Context: an optimization exercise on an open-source flow, tuned for small area. The choices shown serve that exercise and are no tape-out recipe. Power is estimated from default activity; no workload was simulated.

==> run M <==
## timerext_core
module timerext_core #(
    parameter [31:0] BACKDATE = 32'd64
) (
    input  wire        clk,
    input  wire        rst,
    input  wire        tick,
    input  wire        cmd_valid,
    output wire        cmd_ready,
    input  wire [87:0] cmd,
    output reg         rsp_valid,
    output reg  [33:0] rsp,
    output reg         ev_valid,
    output wire [15:0] ev_word,
    output reg         ev2_valid,
    output wire [15:0] ev2_word,
    output reg         pin
);
    localparam [7:0] OP_ECINIT = 8'h10, OP_ECGET  = 8'h11, OP_ECSET  = 8'h12,
                     OP_ECEXT  = 8'h13, OP_ECEXTP = 8'h14, OP_ECMAX  = 8'h15,
                     OP_ECOVC  = 8'h16, OP_ECOVR  = 8'h17,
                     OP_DASCHO = 8'h20, OP_DASCH  = 8'h21, OP_DACAN  = 8'h22,
                     OP_DAST   = 8'h23, OP_DAAT   = 8'h24, OP_DAOT   = 8'h25,
                     OP_PSSCH  = 8'h30, OP_PSCAN  = 8'h31, OP_PSCANE = 8'h32,
                     OP_PSST   = 8'h33, OP_PSGS   = 8'h34, OP_PSGE   = 8'h35,
                     OP_PSCB   = 8'h36;
    localparam [1:0] ACT_NOTHING = 2'd0, ACT_TOGGLE = 2'd1, ACT_CLEAR = 2'd2, ACT_SET = 2'd3;
    localparam [1:0] DA_IDLE = 2'd0, DA_WAIT = 2'd1, DA_SCHED = 2'd2, DA_MISSED = 2'd3;
    localparam [2:0] PS_IDLE = 3'd0, PS_SSTART = 3'd1, PS_SEND = 3'd2,
                     PS_MSTART = 3'd3, PS_MEND = 3'd4;
    localparam [1:0] CB_NONE = 2'd0, CB_HOST = 2'd1, CB_PSSTART = 2'd2, CB_PSEND = 2'd3;
    localparam [3:0] ST_NONE = 4'd0,
                     ST_S1   = 4'd1,  ST_S2  = 4'd2,  ST_S3  = 4'd3,  ST_S4 = 4'd4,
  ...
clock: 12.0 ns
lec_check: 0
abc_area: 1
cap_margin: 20
core_margin: 2
core_utilization: 40
cts_buf_list: sky130_fd_sc_hd__clkbuf_8
cts_cluster_diameter: 80
cts_cluster_size: 12
place_density: 0.6
slew_margin: 20
standard.sh (not shown) runs the stock make flow with config.mk's settings and CLKGATE_MAP_FILE= SYNTH_SCRIPT=/design/flow/synth_recipe.tcl, a recipe that flattens the netlist after the stock synthesis.
==> flow/flow/run.sh <==
#!/bin/bash
# Layout flow: the standard flow (standard.sh) with two changes.
#  1. After the standard synthesis, ABC re-maps the combinational logic
#     between the registers for area (flow/resynth.ys.in, flow/area.abc). The
#     registers keep the standard synthesis's instances, names and cells.
#  2. Ports are buffered with sky130_fd_sc_hd__buf_1 (one buffer per port, as
#     the standard flow does, with a smaller cell).
#  3. Clock tree synthesis with sky130_fd_sc_hd__clkbuf_8 buffers on clusters of
#     at most 12 registers, and no dummy loads.
# Each tool's output goes to a log file in this folder.
set -euo pipefail
W=$(pwd)
R=$W/orfs/results/$FLOW_PLATFORM/timerext_core/base
O=$W/orfs/objects/$FLOW_PLATFORM/timerext_core/base
LIB=$FLOW_HOME/platforms/$FLOW_PLATFORM/lib/sky130_fd_sc_hd__tt_025C_1v80.lib
YOSYS=$FLOW_HOME/../tools/install/yosys/bin/yosys
[[ -x $YOSYS ]] || YOSYS=yosys

bash standard.sh synth > standard_synth.log 2>&1
cp $R/1_2_yosys.v $W/1_2_yosys_standard.v
sed -e "s#@LIB@#$LIB#g" -e "s#@IN@#$W/1_2_yosys_standard.v#" -e "s#@OUT@#$R/1_2_yosys.v#" \
    -e "s#@TOP@#$FLOW_TOP#" -e "s#@ABC@#$W/flow/area.abc#" -e "s#@CONSTR@#$O/abc.constr#" \
    -e "s#@STAT@#$W/resynth_stat.txt#" flow/resynth.ys.in > resynth.ys
$YOSYS -s resynth.ys > resynth.log 2>&1
rm -f $R/1_synth.odb $R/1_synth.sdc
bash standard.sh BUFFER_PORTS_ARGS="-buffer_cell sky130_fd_sc_hd__buf_1" \
    CTS_ARGS="-sink_clustering_enable -repair_clock_nets -dont_use_dummy_load -buf_list sky130_fd_sc_hd__clkbuf_8 -sink_clustering_size 12 -sink_clustering_max_diameter 80" \
    finish > standard_finish.log 2>&1
==> flow/flow/area.abc <==
strash
ifraig
dc2
drw
drf
dc2
&get -n
&st
&dch -f
&nf -a
&put
buffer -c
topo
stime -c
upsize -c
dnsize -c
Other scripts of this flow, unchanged in this note and not shown: flow/flow/resynth.ys.in
==> run X (differences from run M) <==
--- a/flow/design.v
+++ b/flow/design.v
@@ -169,19 +169,18 @@
         begin
             c = 1'b1;
             for (i = 0; i < 16; i = i + 1) begin
                 dec16[i] = a[i] ^ c;
                 c = !a[i] & c;
             end
         end
     endfunction
-    wire [15:0] dec_out = dec16(at_s4 ? da_ot[15:0] : cnt);
-    wire [15:0] s4_cmp  = dec_out;
-    wire [15:0] cnt_m1  = dec_out;
+    wire [15:0] s4_cmp = dec16(da_ot[15:0]);
+    wire [15:0] cnt_m1 = dec16(cnt);
     wire [15:0] acc_p1 = inc16(acc_hi);
     wire [15:0] acc_m1 = dec16(acc_hi);
     wire        corr   = ovf && !cnt[15];
     wire [15:0] nh     = corr ? acc_p1 : acc_hi;
     wire [31:0] ec_now = {nh, cnt};
     wire        op_ext  = (c_op == OP_ECEXT);
     wire        op_extp = (c_op == OP_ECEXTP);
     wire        ext_c   = ge16(c_a[15:0], cnt, op_ext);
==> flow/flow/run.sh (replaced) <==
#!/bin/bash
# Layout flow: the standard flow (standard.sh) with two changes.
#  1. After the standard synthesis, ABC re-maps the combinational logic
#     between the registers for area (flow/resynth.ys.in, flow/area.abc). The
#     registers keep the standard synthesis's instances, names and cells.
#  2. Ports are buffered with sky130_fd_sc_hd__buf_1 (one buffer per port, as
#     the standard flow does, with a smaller cell).
# Each tool's output goes to a log file in this folder.
set -euo pipefail
W=$(pwd)
R=$W/orfs/results/$FLOW_PLATFORM/timerext_core/base
O=$W/orfs/objects/$FLOW_PLATFORM/timerext_core/base
LIB=$FLOW_HOME/platforms/$FLOW_PLATFORM/lib/sky130_fd_sc_hd__tt_025C_1v80.lib
YOSYS=$FLOW_HOME/../tools/install/yosys/bin/yosys
[[ -x $YOSYS ]] || YOSYS=yosys

bash standard.sh synth > standard_synth.log 2>&1
cp $R/1_2_yosys.v $W/1_2_yosys_standard.v
sed -e "s#@LIB@#$LIB#g" -e "s#@IN@#$W/1_2_yosys_standard.v#" -e "s#@OUT@#$R/1_2_yosys.v#" \
    -e "s#@TOP@#$FLOW_TOP#" -e "s#@ABC@#$W/flow/area.abc#" -e "s#@CONSTR@#$O/abc.constr#" \
    -e "s#@STAT@#$W/resynth_stat.txt#" flow/resynth.ys.in > resynth.ys
$YOSYS -s resynth.ys > resynth.log 2>&1
rm -f $R/1_synth.odb $R/1_synth.sdc
bash standard.sh BUFFER_PORTS_ARGS="-buffer_cell sky130_fd_sc_hd__buf_1" finish > standard_finish.log 2>&1
==> flow/flow/area.abc (replaced) <==
strash
ifraig
dc2
drw
drf
dc2
&get -n
&st
&dch -f
&nf -a
&put
topo
dnsize -c
==> run summary <==
Between run M and run X, the lower total power is in run M (gap 1.2%, measured against run X). Against run M, the clock skew of run X is lower by 41 ps. In run X the non-clock buffer count is higher than in run M, by 9. In run X the clock-buffer cell count is lower than in run M, by 1. Flip-flop and latch count is the same in run M and run X. In run X the synthesized cell count is smaller than in run M, by 0.79%. Of run M and run X, run M has the higher fmax (gap about 15%, measured against run X).
No run of this note included a check of the RTL's function; only the layout flow was run.

## re-timing with driven ports
The flow's constraints put no driver on any port. The routed layouts listed below were extracted and timed again, unchanged, in two steps.
Step 1: set_driving_cell puts a clkbuf_16 on clk and a buf_2 on each other input, an assumption about the parent block.
Step 2 times the ports against the registers' clock, not the clock port: input delays grow and output delays shrink by t, the midpoint of the rising clock arrivals with the driver on.
Three values: ideal ports, drivers, drivers and shift; two values: the first two.
run	shift t [ns]	setup WS [ns]	clock arrival spread, ns	slew at the worst register clock pin (ns)	cell pins on the clock port's net
run M	0.674	3.220 / 3.238 / 2.578	0.113 / 0.112	0.10 / 0.10	1
run X	0.690	1.891 / 1.916 / 1.226	0.048 / 0.048	0.10 / 0.10	1
After both steps setup and hold are still met in every run listed. For run X, which loses most, drivers alone change the setup slack by +0.025 ns; drivers and shift together by -0.665 ns.
